Context: an optimization exercise on an open-source flow, tuned for a short achievable clock period and few clock cycles. The choices shown serve that exercise and are no tape-out recipe. RTL that was checked went through simulation tests only; none was proved equivalent to the original. Power is estimated from default activity; no workload was simulated.

07-01:
Design frame_responder, start of the top module:
module frame_responder (
    input  wire        clk,
    input  wire        rst,           
    input  wire        start,         
    output wire        ready,
    output reg         done,          
    output reg         reply,         
    output reg  [15:0] rx_lat,        
    output wire [1:0]  sess_state,    
    output reg  [10:0] tx_addr,
    input  wire [7:0]  tx_rdata,
    output reg         stg_we,
    output reg  [10:0] stg_addr,
    output reg  [7:0]  stg_wdata,
    output reg         st_req,
    output reg  [1:0]  st_cmd,        
    output reg  [24:0] st_addr,
    output reg  [7:0]  st_wdata,
    output reg  [9:0]  st_name_len,
    input  wire        st_gnt,
    input  wire [7:0]  st_rdata,
    input  wire        st_ok
);
For scale: about 3300 cells after synthesis, about 920 flip-flops, roughly 120 I/O pins, about 40000 um2 of cells after synthesis.
make LEC_CHECK=0 ABC_CLOCK_PERIOD_IN_PS=2500 CAP_MARGIN=20 CORE_MARGIN=2 CORE_UTILIZATION=55 SETUP_SLACK_MARGIN=5 SLEW_MARGIN=20 finish   # period 7.0 ns
run.sh (not shown) runs the stock make flow with config.mk's settings and CLKGATE_MAP_FILE= SYNTH_SCRIPT=/design/flow/synth_recipe.tcl, a recipe that flattens the netlist after the stock synthesis.
07-01 | stages: all done | timing, DRC, antenna: all pass
Testbench counts of 07-01, summed over its fixed seeds: cycles 283,971.
Setup changes, 07-01 to 09-25
# 07-01
export LEC_CHECK = 0
export ABC_CLOCK_PERIOD_IN_PS = 2500
export CAP_MARGIN = 20
export CORE_MARGIN = 2
export CORE_UTILIZATION = 55
export SETUP_SLACK_MARGIN = 5
export SLEW_MARGIN = 20
create_clock -name core_clock -period 7.0 [get_ports {clk}]
# 09-25
export LEC_CHECK = 0
export ABC_CLOCK_PERIOD_IN_PS = 2500
export CAP_MARGIN = 20
export CORE_MARGIN = 2
export CORE_UTILIZATION = 40
export SETUP_SLACK_MARGIN = 5
export SLEW_MARGIN = 20
create_clock -name core_clock -period 7.0 [get_ports {clk}]
## What came out
09-25: full flow OK, the timing, DRC and antenna checks passed. Relative to 07-01, the power consumed by the clock network measured on 09-25 has decreased slightly. 09-25: maximum net fanout on the critical path 26 below 07-01. 09-25 vs. 07-01: post-layout worst setup margin grew by 100 ps; count of inserted tapcells increased by 348 relative to the old numbers; final cell count has increased; full die area went up 28000 um2; clock transition at the registers of the reported paths did not really move. Compared with 07-01, 09-25 shows detailed router's first-iteration violation count lower by 451.

---

## the reference run
Another version of the RTL of frame_responder (not shown whole).
Size in the first run: roughly 3300 cells after synthesis, roughly 910 flip-flops, about 120 I/O pins.
// frame_responder
module frame_responder (
    input  wire        clk,
    input  wire        rst,           
    input  wire        start,         
    output wire        ready,
    output reg         done,          
    output reg         reply,         
    output reg  [15:0] rx_lat,        
    output wire [1:0]  sess_state,    
    output reg  [10:0] tx_addr,
    input  wire [7:0]  tx_rdata,
    output reg         stg_we,
    output reg  [10:0] stg_addr,
    output reg  [7:0]  stg_wdata,
    output reg         st_req,
    output reg  [1:0]  st_cmd,        
    output reg  [24:0] st_addr,
    output reg  [7:0]  st_wdata,
    output reg  [9:0]  st_name_len,
    input  wire        st_gnt,
    input  wire [7:0]  st_rdata,
    input  wire        st_ok
);
    localparam [15:0] LAT_ARP = 16'd276;
    localparam [1:0] SESS_NONE = 2'd0, SESS_RD = 2'd1, SESS_WR = 2'd2;
    localparam [1:0] CMD_OPEN_RD = 2'd0, CMD_OPEN_WR = 2'd1,
                     CMD_READ    = 2'd2, CMD_WRITE   = 2'd3;
    localparam [2:0] S_IDLE   = 3'd0,
                     S_CLASS  = 3'd1,    
                     S_NAME   = 3'd2,    
                     S_OPEN   = 3'd3,    
                     S_OPW1   = 3'd4,    
                     S_OPW2   = 3'd5,    
                     S_RUN    = 3'd6;    
    localparam [1:0] K_NONE = 2'd0, K_CLASS = 2'd1, K_NAME = 2'd2, K_STR = 2'd3;
    function [5:0] cseq(input [1:0] mode, input [3:0] c);
        if (mode == SESS_RD) begin
            case (c)
                4'd0: cseq = 6'd46;  4'd1: cseq = 6'd47;
                4'd2: cseq = 6'd14;  4'd3: cseq = 6'd15;
                4'd4: cseq = 6'd16;  4'd5: cseq = 6'd25;
                4'd6: cseq = 6'd38;  4'd7: cseq = 6'd39;
                4'd8: cseq = 6'd44;  default: cseq = 6'd45;
            endcase
        end else begin
            case (c)
                4'd0: cseq = 6'd14;  4'd1: cseq = 6'd15;
                4'd2: cseq = 6'd16;  4'd3: cseq = 6'd25;
  ...
make LEC_CHECK=0 ABC_CLOCK_PERIOD_IN_PS=2500 CAP_MARGIN=20 CORE_MARGIN=2 CORE_UTILIZATION=40 CTS_CLUSTER_DIAMETER=60 CTS_CLUSTER_SIZE=30 SETUP_SLACK_MARGIN=5 SLEW_MARGIN=20 finish   # period 7.0 ns
Having completed the whole flow, the reference run delivered a layout that passed the timing, DRC and antenna checks.
Inputs modified between the reference run and the trial run:
diff --git a/flow/config.mk b/flow/config.mk
--- a/flow/config.mk
+++ b/flow/config.mk
@@ -12,2 +11,0 @@
-export CTS_CLUSTER_DIAMETER = 60
-export CTS_CLUSTER_SIZE = 30
==> run notes <==
For the trial run and the reference run, there was not a single run that failed to finish clean. Area of the multi-input gates in the trial run is 96 µm² higher than in the reference run. Taking the reference run as the reference, in the trial run core utilization up 0.52 points, routed length per placed instance up 0.39%.
No functional check of the RTL was part of any run of this note.

---

job 101:
Another version of the RTL of frame_responder (not shown whole).
For scale: ~3300 cells after synthesis, ~790 flip-flops, ~120 I/O pins, ~0.036 mm2 of cells after synthesis.
Settings: LEC_CHECK=0, ABC_CLOCK_PERIOD_IN_PS=2500, CAP_MARGIN=20, CORE_MARGIN=2, CORE_UTILIZATION=40, SETUP_SLACK_MARGIN=5, SLEW_MARGIN=20; clock period 7.0 ns.
Job 101: PASS, flow complete, no timing, DRC or antenna violations
> inputs changed (job 101 -> job 102)
--- a/flow/config.mk
+++ b/flow/config.mk
@@ -7,3 +7,3 @@
 export LEC_CHECK = 0
-export ABC_CLOCK_PERIOD_IN_PS = 2500
+export ABC_CLOCK_PERIOD_IN_PS = 3000
 export CAP_MARGIN = 20
@@ -11,3 +11,3 @@
 export CORE_UTILIZATION = 40
-export SETUP_SLACK_MARGIN = 5
+export SETUP_SLACK_MARGIN = 3.5
 export SLEW_MARGIN = 20
[summary]
- Job 102 against job 101; routed wire length is down by more than 10%.
- Between job 101 and job 102, the cell count went down.
- Job 102 against job 101: worst-case setup margin in the final layout lower; share of the clock period used by the worst path went up.
- Job 102 vs. job 101: number of placed instances, taps included neither gained nor lost much; final-layout non-clock buffer area share down 7.3 points; overall power after layout shows a reduction of 12%.
- Non-clock buffer count, job 102 and job 101: higher on job 101
- Compared job 102 vs job 101, and worst slew margin relative to its limit is up in job 102.
No functional check of the RTL was part of any run of this note.

---

before:
frame_responder, a different RTL version from the one above (not shown whole).
Size: about 930 flip-flops, about 120 I/O pins, roughly 41,000 µm² of cells after synthesis.
Settings: LEC_CHECK=0, ABC_CLOCK_PERIOD_IN_PS=2500, CAP_MARGIN=20, CORE_MARGIN=2, CORE_UTILIZATION=62, SETUP_SLACK_MARGIN=5, SLEW_MARGIN=20; clock period 7.0 ns.
before completed end to end with timing, DRC and antenna clean.
Testbench counts of before, summed over its fixed seeds: cycles 283,560.
Setup changes, before to after
diff --git a/flow/config.mk b/flow/config.mk
--- a/flow/config.mk
+++ b/flow/config.mk
@@ -9,5 +9,5 @@
 export CAP_MARGIN = 20
 export CORE_MARGIN = 2
-export CORE_UTILIZATION = 62
+export CORE_UTILIZATION = 55
 export SETUP_SLACK_MARGIN = 5
 export SLEW_MARGIN = 20
### Flow results
On clock share of power, after and before are neck and neck.
after: length of routed met3 wiring 5.3 mm below before
after against before: total number of cells along the worst setup path rose 5, non-clock buffer count fell 1.3%, sum of net half-perimeters after detailed placement rose 0.73%, total via count after detailed routing fell 2,122, final worst hold slack about even.
Delta (after minus before): first-pass GRT wire length dropped about 3.4%, wire length the detailed router placed on met1 went up by about 3.2%.
after against before: register-to-register slack saw a decrease; cell area saw an increase.

---

RTL: one of the versions met above, not the one the previous note started from.
Size: roughly 3300 cells after synthesis, ~120 I/O pins.
// frame_responder
module frame_responder (
    input  wire        clk,
    input  wire        rst,           
    input  wire        start,         
    output wire        ready,
    output reg         done,          
    output reg         reply,         
    output reg  [15:0] rx_lat,        
    output wire [1:0]  sess_state,    
    output reg  [10:0] tx_addr,
    input  wire [7:0]  tx_rdata,
    output reg         stg_we,
    output reg  [10:0] stg_addr,
    output reg  [7:0]  stg_wdata,
    output reg         st_req,
    output reg  [1:0]  st_cmd,        
    output reg  [24:0] st_addr,
    output reg  [7:0]  st_wdata,
    output reg  [9:0]  st_name_len,
    input  wire        st_gnt,
    input  wire [7:0]  st_rdata,
    input  wire        st_ok
);
    localparam [15:0] LAT_ARP = 16'd276;
    localparam [1:0] SESS_NONE = 2'd0, SESS_RD = 2'd1, SESS_WR = 2'd2;
    localparam [1:0] CMD_OPEN_RD = 2'd0, CMD_OPEN_WR = 2'd1,
                     CMD_READ    = 2'd2, CMD_WRITE   = 2'd3;
    localparam [2:0] S_IDLE   = 3'd0,
                     S_CLASS  = 3'd1,    
                     S_NAME   = 3'd2,    
                     S_OPEN   = 3'd3,    
                     S_OPW1   = 3'd4,    
                     S_OPW2   = 3'd5,    
                     S_RUN    = 3'd6,    
                     S_DROP   = 3'd7;    
    localparam [1:0] K_NONE = 2'd0, K_CLASS = 2'd1, K_NAME = 2'd2, K_STR = 2'd3;
    function [5:0] cseq(input [1:0] mode, input [3:0] c);
        if (mode == SESS_RD) begin
            case (c)
                4'd0: cseq = 6'd46;  4'd1: cseq = 6'd47;
                4'd2: cseq = 6'd14;  4'd3: cseq = 6'd15;
                4'd4: cseq = 6'd16;  4'd5: cseq = 6'd25;
                4'd6: cseq = 6'd38;  4'd7: cseq = 6'd39;
  ...
==> flow/config.mk <==
export PLATFORM = sky130hd
export DESIGN_NAME = frame_responder
export DESIGN_NICKNAME = frame_responder
export VERILOG_FILES = /design/flow/design.v
export SDC_FILE = /design/flow/constraint.sdc
export NUM_CORES = 4
export LEC_CHECK = 0
export ABC_CLOCK_PERIOD_IN_PS = 2500
export CAP_MARGIN = 20
export CORE_MARGIN = 2
export CORE_UTILIZATION = 45
export SETUP_SLACK_MARGIN = 5
export SLEW_MARGIN = 20
==> flow/constraint.sdc <==
create_clock -name core_clock -period 7.0 [get_ports {clk}]
set_input_delay 1.4000 -clock core_clock [delete_from_list [all_inputs] [get_ports {clk}]]
set_output_delay 1.4000 -clock core_clock [all_outputs]
set_load 0.01 [all_outputs]
Testbench counts at the start, summed over its fixed seeds: cycles 283,971.
Edit:
Settings changed: CORE_UTILIZATION 45 to 50.
What happened: Die area shrinks by 9.9%; utilization grows by 6.2 points; critical path depth does not change; synthesized cell count is unchanged; worst setup slack improved by 0.0050 ns; routed wire length shrinks by 1.8%; worst hold slack is about the same.

what the ideal ports hide:
The results above use ideal ports. As a check the final layouts listed here were re-extracted and re-timed, cells and wires unchanged.
Step 1, drivers: a clkbuf_16 drives clk and a buf_2 each remaining input, both assumed.
Step 2 adds t to the input delays and takes it off the output delays; t is the mean of the earliest and latest rising clock arrival at the registers after step 1. Input paths then give back, and output paths get back, about the clock's delay inside the block.
a / b / c = no drivers / after step 1 / after step 2; a / b = the first two.
run | t, ns | setup WS [ns] | cell pins on the clock port's net
07-01 | 0.717 | 4.284 / 4.284 / 3.758 | 1
09-25 | 0.762 | 4.384 / 4.310 / 3.777 | 1
the reference run | 0.748 | 4.322 / 4.249 / 3.947 | 1
the trial run | 0.745 | 4.304 / 4.234 / 3.999 | 1
job 101 | 0.733 | 3.763 / 3.763 / 3.609 | 1
job 102 | 0.720 | 3.599 / 3.567 / 2.962 | 1
before | 0.733 | 4.391 / 4.321 / 3.944 | 1
after | 0.724 | 4.416 / 4.364 / 3.783 | 1
the first run of note 5 | 0.752 | 4.405 / 4.334 / 3.719 | 1
the second run of note 5 | 0.730 | 4.410 / 4.339 / 3.817 | 1
After both steps every run listed still meets setup and hold. The setup slack of the first run of note 5, which loses most, moves by -0.071 ns with the drivers and by -0.686 ns with both steps.
